This is an optimization exercise on Yosys and OpenROAD, whose aim is a short achievable clock period, not a production implementation. RTL that was checked went through simulation tests only; none was proved equivalent to the original.

Design pwmcore, start of the top module:
module pwmcore (
    input  wire        clk,
    input  wire        rst,           
    input  wire        cmd_valid,
    input  wire [31:0] cmd_word,
    output reg         resp_valid,
    output wire [31:0] resp_word,
    input  wire [7:0]  ev_in,
    output reg  [3:0]  pin_h,
    output reg  [3:0]  pin_l,
    output wire        irq_fault,
    output wire [3:0]  irq_match,
    output wire        irq_ovf
);
    localparam N = 4;
    function automatic pfx16(input [15:0] g_in, input [15:0] p_in);
        reg [15:0] g, p;
        integer s, j;
        begin
            g = g_in;
            p = p_in;
            for (s = 1; s < 16; s = s * 2)
                for (j = 0; j < 16; j = j + 2 * s) begin
                    g[j+2*s-1] = g[j+2*s-1] | (p[j+2*s-1] & g[j+s-1]);
                    p[j+2*s-1] = p[j+2*s-1] & p[j+s-1];
                end
            pfx16 = g[15];
        end
    endfunction
    function automatic [1:0] cmp16(input [15:0] a, input [15:0] b);
        reg [15:0] l, m;
        reg        lh, mh;
        integer s, j;
        begin
            l = ~a & b;
            m = a & ~b;
            for (s = 1; s < 16; s = s * 2)
                for (j = 0; j < 16; j = j + 2 * s) begin
                    lh = l[j+2*s-1];
                    mh = m[j+2*s-1];
                    l[j+2*s-1] = lh | (~mh & l[j+s-1]);
                    m[j+2*s-1] = mh | (~lh & m[j+s-1]);
                end
            cmp16 = {l[15], m[15]};
        end
    endfunction
    function automatic lt16(input [15:0] a, input [15:0] b);
        lt16 = cmp16(a, b) >> 1;
    endfunction
    function automatic eq16(input [15:0] a, input [15:0] b);
        eq16 = ~|cmp16(a, b);
    endfunction
    function automatic sum_ge(input [7:0] lo, input [7:0] hi, input [15:0] p);
        reg [8:0]  nq, s, b;
        reg [9:0]  c;
        integer j;
        begin
            nq = ~p[8:0];
            c[0] = 1'b0;
            for (j = 0; j < 9; j = j + 1) begin
                s[j]   = (j < 8 ? lo[j] ^ hi[j] : 1'b0) ^ nq[j];
                c[j+1] = (j < 8) ? ((lo[j] & hi[j]) | (lo[j] & nq[j]) | (hi[j] & nq[j])) : 1'b0;
            end
            b = {c[8:1], 1'b1};
            sum_ge = ~|p[15:9] & pfx16({7'd0, s & b}, {7'h7F, s | b});
        end
    endfunction
    function automatic [15:0] inc16(input [15:0] a);
        integer j;
        begin
  ...
Size in the first run: ~46000 µm² of cells after synthesis.
==> flow/config.mk <==
export PLATFORM = sky130hd
export DESIGN_NAME = pwmcore
export DESIGN_NICKNAME = pwmcore
export VERILOG_FILES = /design/flow/design.v
export SDC_FILE = /design/flow/constraint.sdc
export NUM_CORES = 4
export LEC_CHECK = 0
export ABC_AREA = 1
export CAP_MARGIN = 20
export CORE_MARGIN = 2
export CORE_UTILIZATION = 40
export PLACE_DENSITY = 0.6
export SETUP_SLACK_MARGIN = 4.8
export SLEW_MARGIN = 20
export SYNTH_HIERARCHICAL = 1
export SYNTH_MINIMUM_KEEP_SIZE = 0
==> flow/constraint.sdc <==
create_clock -name core_clock -period 7.6 [get_ports {clk}]
set_input_delay 1.5200 -clock core_clock [delete_from_list [all_inputs] [get_ports {clk}]]
set_output_delay 1.5200 -clock core_clock [all_outputs]
set_load 0.01 [all_outputs]
run.sh (not shown) runs the stock make flow with config.mk's settings and CLKGATE_MAP_FILE= SYNTH_SCRIPT=/design/flow/synth_recipe.tcl, a recipe that flattens the netlist after the stock synthesis.
Rerun with:
--- a/flow/design.v
+++ b/flow/design.v
@@ -208,21 +208,18 @@
             dt_low_e[i]  = (pend_dt && cw[25:24] == i) ? cw[15:8] : dt_low[i];
             dt_high_e[i] = (pend_dt && cw[25:24] == i) ? cw[7:0]  : dt_high[i];
             pending_e[i] = wr_r[i] ? cw[15:0] : pending_p[i];
             active_e[i]  = tkb ? pending_e[i] : active_p[i];
             raw_e[i]     = pend_car ? cw_raw[i] : (tk ? r2_r[i] : raw_p[i]);
             dt_e[i]      = pend_car ? 8'd0 : (tk ? (r2_r[i] ? dt_a1[i] : dt_a0[i]) : dt_p[i]);
         end
     end
-    wire [17:0] st_s, st_c;
-    pwmcore_step u_st_s (.c(ncnt_s), .ph(nphase_s), .per(period), .per_m1(period_m1),
-                         .md(mode), .dir(direction), .st(st_s));
-    pwmcore_step u_st_c (.c(cw_init), .ph(1'b0), .per(cw[15:0]), .per_m1(cw_pm1),
-                         .md(cw[26]), .dir(cw[27]), .st(st_c));
+    wire [17:0] st_s    = step(ncnt_s, nphase_s, period, period_m1, mode, direction);
+    wire [17:0] st_c    = step(cw_init, 1'b0, cw[15:0], cw_pm1, cw[26], cw[27]);
     wire [15:0] s_cnt   = pend_car ? st_c[17:2] : (tk ? st_s[17:2] : ncnt_s);
     wire        s_phase = pend_car ? st_c[1]    : (tk ? st_s[1]    : nphase_s);
     wire        s_bnd   = pend_car ? st_c[0]    : (tk ? st_s[0]    : nbnd_s);
     reg [7:0] a1 [0:N-1];
     reg [7:0] a0 [0:N-1];
     reg [N-1:0] dz, z1, z0, d2;
     reg [7:0] dec;
     reg       d1;
@@ -569,58 +566,8 @@
         for (k = 1; k < 16; k = k * 2)
             for (j = 0; j < 16; j = j + 2 * k) begin
                 g[j+2*k-1]  = g[j+2*k-1] | (pp[j+2*k-1] & g[j+k-1]);
                 pp[j+2*k-1] = pp[j+2*k-1] & pp[j+k-1];
             end
     end
     assign ge = ~|p[15:9] & g[15];
 endmodule
-module pwmcore_step (
-    input  wire [15:0] c,
-    input  wire        ph,
-    input  wire [15:0] per,
-    input  wire [15:0] per_m1,
-    input  wire        md,
-    input  wire        dir,
-    output reg  [17:0] st
-);
-    wire lt_cp, eq_cp, eq_cm;
-    pwmcore_cmp16 u_cp (.a(c), .b(per), .lt(lt_cp), .eq(eq_cp));
-    pwmcore_cmp16 u_cm (.a(c), .b(per_m1), .lt(), .eq(eq_cm));
-    reg [15:0] ci, cd, sc;
-    reg        cz, sp, sb;
-    integer j;
-    always @(*) begin
-        for (j = 0; j < 16; j = j + 1) begin
-            ci[j] = c[j] ^ (&(c | ~((16'd1 << j) - 16'd1)));
-            cd[j] = c[j] ^ ~(|(c & ((16'd1 << j) - 16'd1)));
-        end
-        cz = (c == 16'd0);
-        sc = c; sp = ph; sb = 1'b0;
-        if (md == 1'b0) begin
-            if (dir == 1'b0) begin
-                if (cz) begin sc = per; sb = 1'b1; end
-                else sc = cd;
-            end else begin
-                if (eq_cp) begin sc = 16'd0; sb = 1'b1; end
-                else sc = ci;
-            end
-        end else begin
-            if (dir == 1'b0) begin
-                if (ph == 1'b0 && !cz) sc = cd;
-                else begin
-                    sc = ci;
-                    if (eq_cm) begin sp = 1'b0; sb = 1'b1; end
-                    else sp = 1'b1;
-                end
-            end else begin
-                if (ph == 1'b0 && lt_cp) sc = ci;
-                else begin
-                    sc = cd;
-                    if (c == 16'd1) begin sp = 1'b0; sb = 1'b1; end
-                    else sp = 1'b1;
-                end
-            end
-        end
-        st = {sc, sp, sb};
-    end
-endmodule
=> The new run went through all stages and came out clean; die area came out lower by a few percent; count of clock-buffer cells in the layout came out lower by 6; design area came out lower by a few percent; core utilization came out lower by 0.71 points; worst setup slack improves by 0.099 ns; routed wire length came out lower by a few percent; global-route usage came out higher by 0.39 points; hold slack improves by 0.0050 ns; synthesized cell count came out lower by a few percent.
No functional check of the RTL was part of the first run of this note.

-- port drivers added, routing unchanged --
The flow's constraints put no driver on any port. The routed layouts listed below were extracted and timed again, unchanged, in two steps.
Step 1: set_driving_cell puts a clkbuf_16 on clk and a buf_2 on each other input, an assumption about the parent block.
Step 2, shift: input delay + t, output delay - t, t = (earliest + latest rising clock arrival at the registers) / 2. This alone moves slack from input paths to output paths.
Slacks: ideal ports / drivers / drivers and shift; pairs: ideal ports / drivers.
| run | t (ns) | setup WS [ns] | hold WS [ns] | clock arrival spread, ns | pins driven straight from the clock port |
|---|---|---|---|---|---|
| the first run | 0.735 | 4.418 / 4.418 / 3.832 | 0.475 / 0.475 / 0.475 | 0.056 / 0.056 | 1 |
| the second run | 0.704 | 4.517 / 4.445 / 3.742 | 0.481 / 0.481 / 0.481 | 0.041 / 0.041 | 1 |
After both steps setup and hold are still met in every run listed. For the second run, which loses most, drivers alone change the setup slack by -0.072 ns; drivers and shift together by -0.775 ns.
